From an optimization exercise on the open Yosys and OpenROAD flow, aimed at small area, a short achievable clock period and few clock cycles; shortcuts taken in it are not production practice. The RTL was checked by simulation tests, not by an equivalence proof against the original design.

==> job 7872: inputs <==
## sbse
module sbse (
    input  wire        clk,
    input  wire        rst,
    input  wire        go,
    input  wire [19:0] start,
    input  wire [19:0] stop,
    output wire        ready,
    output wire        done,
    output reg         err,
    output reg  [19:0] count,
    output reg  [39:0] sum
);
export LEC_CHECK = 0
export CAP_MARGIN = 20
export CORE_MARGIN = 2
export CORE_UTILIZATION = 40
export PLACE_DENSITY = 0.6
export SLEW_MARGIN = 20
create_clock -name core_clock -period 12.0 [get_ports {clk}]
standard.sh (not shown) runs the stock make flow with config.mk's settings and CLKGATE_MAP_FILE= SYNTH_SCRIPT=/design/flow/synth_recipe.tcl, a recipe that flattens the netlist after the stock synthesis.
==> flow/flow/run.sh <==
#!/bin/bash
# The standard layout (standard.sh), with the input and output port
# buffers chosen as sky130_fd_sc_hd__buf_4 instead of the resizer's default.
# The full make output goes to standard.log; ORFS keeps its per-step logs
# under orfs/logs.
set -euo pipefail
export BUFFER_PORTS_ARGS="-buffer_cell sky130_fd_sc_hd__buf_4"
bash standard.sh > standard.log 2>&1
==> job 3358 (differences from job 7872) <==
--- a/flow/design.v
+++ b/flow/design.v
@@ -23,32 +23,36 @@
                S_SEG    = 7,
                S_SIEVE  = 8,
                S_READ   = 9,
                S_FLUSH  = 10,
                S_FIN0   = 11,
                S_MUL    = 12,
                S_LAST   = 13,
                S_RANGE4 = 14,
-               S_LAST2  = 15;
-    reg [15:0] state;              
+               S_LAST2  = 15,
+               S_RANGE0 = 16,
+               S_RANGE5 = 17;
+    reg [17:0] state;              
     reg        done_q, ready_q;
-    reg        l2;
+    reg [1:0]  l2;
     assign done  = done_q;
     assign ready = ready_q;
     reg [19:0] r_start, r_stop;    
     reg [1:0]  rs, re;             
     reg [9:0]  root;               
     reg [12:0] srem;
     reg [4:0]  step;
     reg [1:0]  n23;                
     reg [2:0]  s23;                
     reg        bad;
     reg [18:0] j0;                 
-    reg        rlb;
+    reg        rlb, emp, jinc, hinc;
+    wire [8:0]  rlen_mid = {1'b0, rlen[13:7], 1'b1} + {1'b0, ~j0[13:7], !rlb};    
+    wire [6:0]  rlen_top = {rlen[19:14], 1'b1} + {~{1'b0, j0[18:14]}, !rlb};
     reg [19:0] rlen;               
     reg [8:0]  seg_len;            
     reg        seg_last;
     reg [4:0]  nw;                 
     reg [3:0]  ridx;
     reg        rd_on;              
     reg [8:0]  rd_len;             
     reg [4:0]  rd_nw;
@@ -386,17 +390,17 @@
     reg [6:0]  rc3;
     reg        mbit, in_mul;
     reg [15:0] rm;
     reg [3:0]  q_ev, q_od, q_b1, q_b2, q_b3;
     reg [4:0]  rc;
     reg [9:0]  re_w;
     reg [22:0] k48;                
     reg [39:0] rx;                 
-    reg        sc1, sc2;           
+    reg        sc1, sc2, sc3;      
     reg        ccy;                
     wire [15:0] rword = sb[{ridx, 4'd0} +: 16];
     reg  [15:0] rmask;
     always @(*) begin
         for (k = 0; k < 16; k = k + 1)
             rmask[k] = (rd_len[8:4] != 5'd0) || (k < rd_len[3:0]);
     end
     function [3:0] pc8;
@@ -404,19 +408,20 @@
         begin
             pc8 = {3'd0, x[0]} + {3'd0, x[1]} + {3'd0, x[2]} + {3'd0, x[3]}
                 + {3'd0, x[4]} + {3'd0, x[5]} + {3'd0, x[6]} + {3'd0, x[7]};
         end
     endfunction
     wire [4:0] c_w   = {1'b0, q_ev} + {1'b0, q_od};
     wire [7:0] ci_w  = {4'd0, q_od} + {3'd0, q_b1, 1'b0} + {2'd0, q_b2, 2'b0} + {1'd0, q_b3, 3'b0};
     wire [9:0] e_w   = {1'b0, r2ci, 1'b0} + {2'b0, r2ci} + {5'd0, r2c} + {6'd0, r2par};
-    wire [14:0] sum_p0  = {1'b0, sum[13:0]} + {1'b0, rx[13:0]};
-    wire [14:0] sum_p1  = {1'b0, sum[26:14], 1'b1} + {1'b0, rx[26:14], sc1};
-    wire [13:0] sum_p2  = {sum[39:27], 1'b1} + {rx[39:27], sc2};
+    wire [10:0] sum_p0  = {1'b0, sum[9:0]} + {1'b0, rx[9:0]};
+    wire [11:0] sum_p1  = {1'b0, sum[19:10], 1'b1} + {1'b0, rx[19:10], sc1};
+    wire [11:0] sum_p2  = {1'b0, sum[29:20], 1'b1} + {1'b0, rx[29:20], sc2};
+    wire [10:0] sum_p3  = {sum[39:30], 1'b1} + {rx[39:30], sc3};
     reg         lastf;
     reg [4:0]   mhi;                
     reg [4:0]   msb_c;
     always @(*) begin
         msb_c = 5'd0;
         for (k = 0; k < 17; k = k + 1)
             if (count[k]) msb_c = k;
     end
@@ -703,17 +708,17 @@
         r2ci  <= ci_w;
         r2par <= j0[0] ? q_ev : q_od;
         rc    <= r2c;
         rc3   <= {2'b00, r2c} + {1'b0, r2c, 1'b0};
         re_w  <= e_w;
     end
     always @(posedge clk) begin
         if (rst) begin
-            state   <= 16'd1 << S_IDLE;
+            state   <= 18'd1 << S_IDLE;
             done_q  <= 1'b0;
             ready_q <= 1'b1;
             issuing <= 1'b0;
             dv      <= {(ND+1){1'b0}};
             f1v     <= 1'b0;
             f2v     <= 1'b0;
             rd_on   <= 1'b0;
             in_mul  <= 1'b0;
@@ -741,136 +746,131 @@
             rv1 <= rd_on;
             rv2 <= rv1;
             rv3 <= rv2;
             rv4 <= rv3;
             rv5 <= rv4;
             case (1'b1)
             state[S_IDLE]: begin
                 if (go) begin
-                    state   <= 16'd1 << S_CHECK;
+                    state   <= 18'd1 << S_CHECK;
                     done_q  <= 1'b0;
                     ready_q <= 1'b0;
                 end
             end
-            state[S_CHECK]:  state <= 16'd1 << S_CHECK2;
+            state[S_CHECK]:  state <= 18'd1 << S_CHECK2;
             state[S_CHECK2]: begin
                 if (bad) begin
-                    state   <= 16'd1 << S_IDLE;
+                    state   <= 18'd1 << S_IDLE;
                     done_q  <= 1'b1;
                     ready_q <= 1'b1;
                 end else
-                    state <= 16'd1 << S_SETUP;
-            end
-            state[S_SETUP]:  if (step == 5'd9) state <= 16'd1 << S_RANGE;
-            state[S_RANGE]:  state <= 16'd1 << S_RANGE2;
-            state[S_RANGE2]: state <= 16'd1 << S_RANGE4;
-            state[S_RANGE4]: state <= 16'd1 << S_RANGE3;
-            state[S_RANGE3]: begin
-                if (rlen[19] || rlen == 20'd0) begin
-                    state   <= 16'd1 << S_IDLE;
-                    done_q  <= 1'b1;
-                    ready_q <= 1'b1;
-                end else
-                    state <= 16'd1 << S_SEG;
+                    state <= 18'd1 << S_SETUP;
             end
+            state[S_SETUP]:  if (step == 5'd9) state <= 18'd1 << S_RANGE0;
+            state[S_RANGE0]: state <= 18'd1 << S_RANGE;
+            state[S_RANGE]:  state <= 18'd1 << S_RANGE2;
+            state[S_RANGE2]: state <= 18'd1 << S_RANGE4;
+            state[S_RANGE4]: state <= 18'd1 << S_RANGE5;
+            state[S_RANGE5]: state <= 18'd1 << S_RANGE3;
+            state[S_RANGE3]: state <= emp ? (18'd1 << S_LAST) : (18'd1 << S_SEG);
             state[S_SEG]: begin
                 issuing <= 1'b1;
-                state   <= 16'd1 << S_SIEVE;
+                state   <= 18'd1 << S_SIEVE;
             end
             state[S_SIEVE]: begin
                 if (pipe_empty) begin
                     rd_on <= 1'b1;
-                    state <= seg_last ? (16'd1 << S_READ) : (16'd1 << S_SEG);
+                    state <= seg_last ? (18'd1 << S_READ) : (18'd1 << S_SEG);
                 end
             end
-            state[S_READ]:  if (!rd_on) state <= 16'd1 << S_FLUSH;
-            state[S_FLUSH]: if (!rv1 && !rv2 && !rv3 && !rv4 && !rv5) state <= 16'd1 << S_FIN0;
+            state[S_READ]:  if (!rd_on) state <= 18'd1 << S_FLUSH;
+            state[S_FLUSH]: if (!rv1 && !rv2 && !rv3 && !rv4 && !rv5) state <= 18'd1 << S_FIN0;
             state[S_FIN0]: begin
                 in_mul <= 1'b1;
-                state  <= 16'd1 << S_MUL;
+                state  <= 18'd1 << S_MUL;
             end
             state[S_MUL]: begin
                 if (mul_end) begin
                     in_mul <= 1'b0;
-                    state  <= 16'd1 << S_LAST;
+                    state  <= 18'd1 << S_LAST;
                 end
             end
             state[S_LAST]: begin
-                l2    <= 1'b0;
-                state <= 16'd1 << S_LAST2;
+                l2    <= 2'd0;
+                state <= 18'd1 << S_LAST2;
             end
             state[S_LAST2]: begin               
-                l2 <= 1'b1;
-                if (l2) begin
-                    state   <= 16'd1 << S_IDLE;
+                l2 <= l2 + 2'd1;
+                if (l2 == 2'd2) begin
+                    state   <= 18'd1 << S_IDLE;
                     done_q  <= 1'b1;
                     ready_q <= 1'b1;
                 end
             end
-            default: state <= 16'd1 << S_IDLE;
+            default: state <= 18'd1 << S_IDLE;
             endcase
         end
     end
     always @(posedge clk) begin
         if (iss_ok) begin
             pi   <= pi1;
             pi1  <= pi1 + 8'd1;
             pend <= (pi1 == NPRIME);
         end
         if (rd_on) begin
             ridx   <= ridx + 4'd1;
             rd_len <= (rd_len[8:4] != 5'd0) ? rd_len - 9'd16 : 9'd0;
         end
-        lastf <= (state[S_MUL]) && mul_end;
+        lastf <= ((state[S_MUL]) && mul_end) || (state[S_RANGE3] && emp);
+        err   <= bad;
         if (!state[S_IDLE]) begin
             count[5:0]   <= cnt_lo[5:0];
             ccy          <= cnt_lo[6];
             count[16:6]  <= count[16:6] + {10'd0, ccy};
         end
         if (rv4)
             k48 <= k48 + {12'd0, rc3, 4'd0};
         if (in_mul)
             rx <= mbit ? {r_stop, r_start} : 40'd0;
         else if (rv4)
             rx <= {{16{1'b0}}, 14'd0, re_w} - {17'd0, k48};
         else
             rx <= 40'd0;
         if (!state[S_IDLE]) begin
-            sum <= {sum_p2[13:1], sum_p1[13:1], sum_p0[13:0]};
-            sc1 <= sum_p0[14];
-            sc2 <= sum_p1[14];
+            sum <= {sum_p3[10:1], sum_p2[10:1], sum_p1[10:1], sum_p0[9:0]};
+            sc1 <= sum_p0[10];
+            sc2 <= sum_p1[11];
+            sc3 <= sum_p2[11];
         end
         case (1'b1)
         state[S_IDLE]: begin
             if (go) begin
                 r_start <= start;
                 r_stop  <= stop;
             end
         end
         state[S_CHECK]: begin
             rs   <= 2'd0;
             re   <= 2'd0;
             root <= 10'd0;
             srem <= 13'd0;
             step <= 5'd0;
-            count <= 20'd0;
-            ccy  <= 1'b0;
             k48  <= 23'd0;
             bad  <= (r_start == 20'd0) || (r_start > r_stop) || (r_stop > STOP_MAX);
             n23  <= ((r_start <= 20'd2 && r_stop >= 20'd2) ? 2'd1 : 2'd0)
                   + ((r_start <= 20'd3 && r_stop >= 20'd3) ? 2'd1 : 2'd0);
             s23  <= ((r_start <= 20'd2 && r_stop >= 20'd2) ? 3'd2 : 3'd0)
                   + ((r_start <= 20'd3 && r_stop >= 20'd3) ? 3'd3 : 3'd0);
         end
         state[S_CHECK2]: begin
-            err <= bad;
             sum <= bad ? 40'd0 : {37'd0, s23};
             sc1 <= 1'b0;
             sc2 <= 1'b0;
+            sc3 <= 1'b0;
             ccy <= 1'b0;
             count <= 20'd0;
         end
         state[S_SETUP]: begin
             rs <= ds_s[1:0];
             re <= ds_e[1:0];
             if (!sq_d[12]) begin
                 srem <= sq_d;
@@ -878,26 +878,34 @@
             end else begin
                 srem <= sq_r;
                 root <= {root[8:0], 1'b0};
             end
             r_start <= {r_start[17:0], ds_s[3:2]};
             r_stop  <= {r_stop[17:0], ds_e[3:2]};
             step    <= step + 5'd1;
         end
+        state[S_RANGE0]: begin
+            jinc <= (r_start[18:0] == 19'd0) || (rs == 2'd2 && !r_start[0]);
+            hinc <= !({1'b0, re} < 3'd1 + {2'b00, r_stop[0]});
+        end
         state[S_RANGE]: begin
-            j0  <= (r_start[18:0] == 19'd0) ? 19'd1 :
-                   (rs == 2'd2 && !r_start[0]) ? r_start[18:0] + 19'd1 : r_start[18:0];
-            rlen <= {1'b0, ({1'b0, re} < 3'd1 + {2'b00, r_stop[0]}) ? r_stop[18:0] : r_stop[18:0] + 19'd1};
+            j0   <= r_start[18:0] + {18'd0, jinc};
+            rlen <= {1'b0, r_stop[18:0] + {18'd0, hinc}};
+        end
+        state[S_RANGE2]: begin
+            {rlb, rlen[6:0]} <= {1'b0, rlen[6:0]} - {1'b0, j0[6:0]};
+            emp <= (rlen[18:0] <= j0);                      
+        end
+        state[S_RANGE4]: begin
+            rlen[13:7] <= rlen_mid[7:1];
+            rlb        <= !rlen_mid[8];
         end
-        state[S_RANGE2]: {rlb, rlen[9:0]} <= {1'b0, rlen[9:0]} - {1'b0, j0[9:0]};
-        state[S_RANGE4]: rlen[19:10] <= rlen[19:10] - {1'b0, j0[18:10]} - {9'd0, rlb};
+        state[S_RANGE5]: rlen[19:14] <= rlen_top[6:1];
         state[S_RANGE3]: begin
-            if (rlen[19] || rlen == 20'd0)
-                count <= {18'd0, n23};
             ccy <= 1'b0;
             pi   <= 8'd0;
             pi1  <= 8'd1;
             pend <= 1'b0;
             first_seg <= 1'b1;
             exm[0] <= (j0 == 19'd1) || (j0 == 19'd2) || (j0 == 19'd3) || (j0 == 19'd4) || (j0 == 19'd5) || (j0 == 19'd6) || (j0 == 19'd7) || (j0 == 19'd9) || (j0 == 19'd10);
             exm[1] <= (j0 == 19'd1) || (j0 == 19'd2) || (j0 == 19'd3) || (j0 == 19'd4) || (j0 == 19'd5) || (j0 == 19'd6) || (j0 == 19'd8) || (j0 == 19'd9);
             exm[2] <= (j0 == 19'd1) || (j0 == 19'd2) || (j0 == 19'd3) || (j0 == 19'd4) || (j0 == 19'd5) || (j0 == 19'd7) || (j0 == 19'd8);
==> flow/config.mk (replaced) <==
export PLATFORM = sky130hd
export DESIGN_NAME = sbse
export DESIGN_NICKNAME = sbse
export VERILOG_FILES = /design/flow/design.v
export SDC_FILE = /design/flow/constraint.sdc
export NUM_CORES = 4
export LEC_CHECK = 0
export CAP_MARGIN = 20
export CORE_MARGIN = 2
export CORE_UTILIZATION = 50
export PLACE_DENSITY = 0.65
export SLEW_MARGIN = 20
==> impl_metrics.json <==
{
  "multi_input_cells": 6044,
  "stdcell_area_mm2": 0.0839,
  "synth_compound_area_share_pct": 19.5,
  "syn_area_mm2": 0.0750,
  "ff2ff_setup_slack_ns": 8.26,
  "netlist_instances": 8332,
  "die_x_um": 437,
  "dp_slack_ns": 8.13,
  "inv_count": 597,
  "dieArea_mm2": 0.191,
  "slew_headroom_pct": 20.5,
  "gp_congestion": 1.02,
  "nFillCells": 17700,
  "run_status": "no timing/DRC/antenna violations",
  "dp_cells": 10600,
  "post-route-period-util_pct": 33.1,
  "hold_slack_ns": 0.329,
  "post-route-util_pct": 45.1,
  "drt_iter0_drc": 6570
}
# the run above: job 7872

==> impl_metrics.json <==
{
  "post-route-util_pct": 55.3,
  "fin_ws_ns": 7.95,
  "dieArea_mm2": 0.153,
  "post-route-period-util_pct": 33.7,
  "drv_slew": 0,
  "dp_slack_ns": 8.13,
  "power_leader": "sequential cells",
  "netlist_instances": 8259,
  "gp_congestion": 1.03,
  "ff2ff_setup_slack_ns": 8.21,
  "inv_count": 589,
  "nFillCells": 13400,
  "dp_cells": 9952,
  "startpoint": "count[1]$_DFF_P_",
  "stdcell_area_mm2": 0.0825,
  "grt.busiest_layer": "met2",
  "drt_iter0_drc": 7370,
  "die_x_um": 391,
  "run_status": "no timing/DRC/antenna violations",
  "worst-setup-path-type": "reg2out",
  "synth_compound_area_share_pct": 19.8
}
# the run above: job 3358

Testbench counts of job 7872, summed over its fixed seeds: cycles 37,983.
Testbench counts of job 3358, summed over its fixed seeds: cycles 38,175.

[what the ideal ports hide]
The results above use ideal ports. As a check the final layouts listed here were re-extracted and re-timed, cells and wires unchanged. Step 1 sets driving cells, clkbuf_16 on the clock port and buf_2 on the other inputs (assumed; they add their load-dependent delay and slew). Step 2, shift: input delay + t, output delay - t, t = (earliest + latest rising clock arrival at the registers) / 2. This alone moves slack from input paths to output paths. Slacks: ideal / step 1 / step 2; pairs: ideal / step 1.
run | shift t [ns] | setup WS [ns] | worst register clock-pin slew, ns | worst data-port slew with drivers (ns)
job 7872 | 0.882 | 8.023 / 7.933 / 7.989 | 0.07 / 0.07 | 0.14
job 3358 | 0.859 | 7.951 / 7.865 / 8.064 | 0.07 / 0.07 | 0.10
After both steps every run listed still meets setup and hold. For job 7872, which loses most, drivers alone change the setup slack by -0.090 ns; drivers and shift together by -0.034 ns.
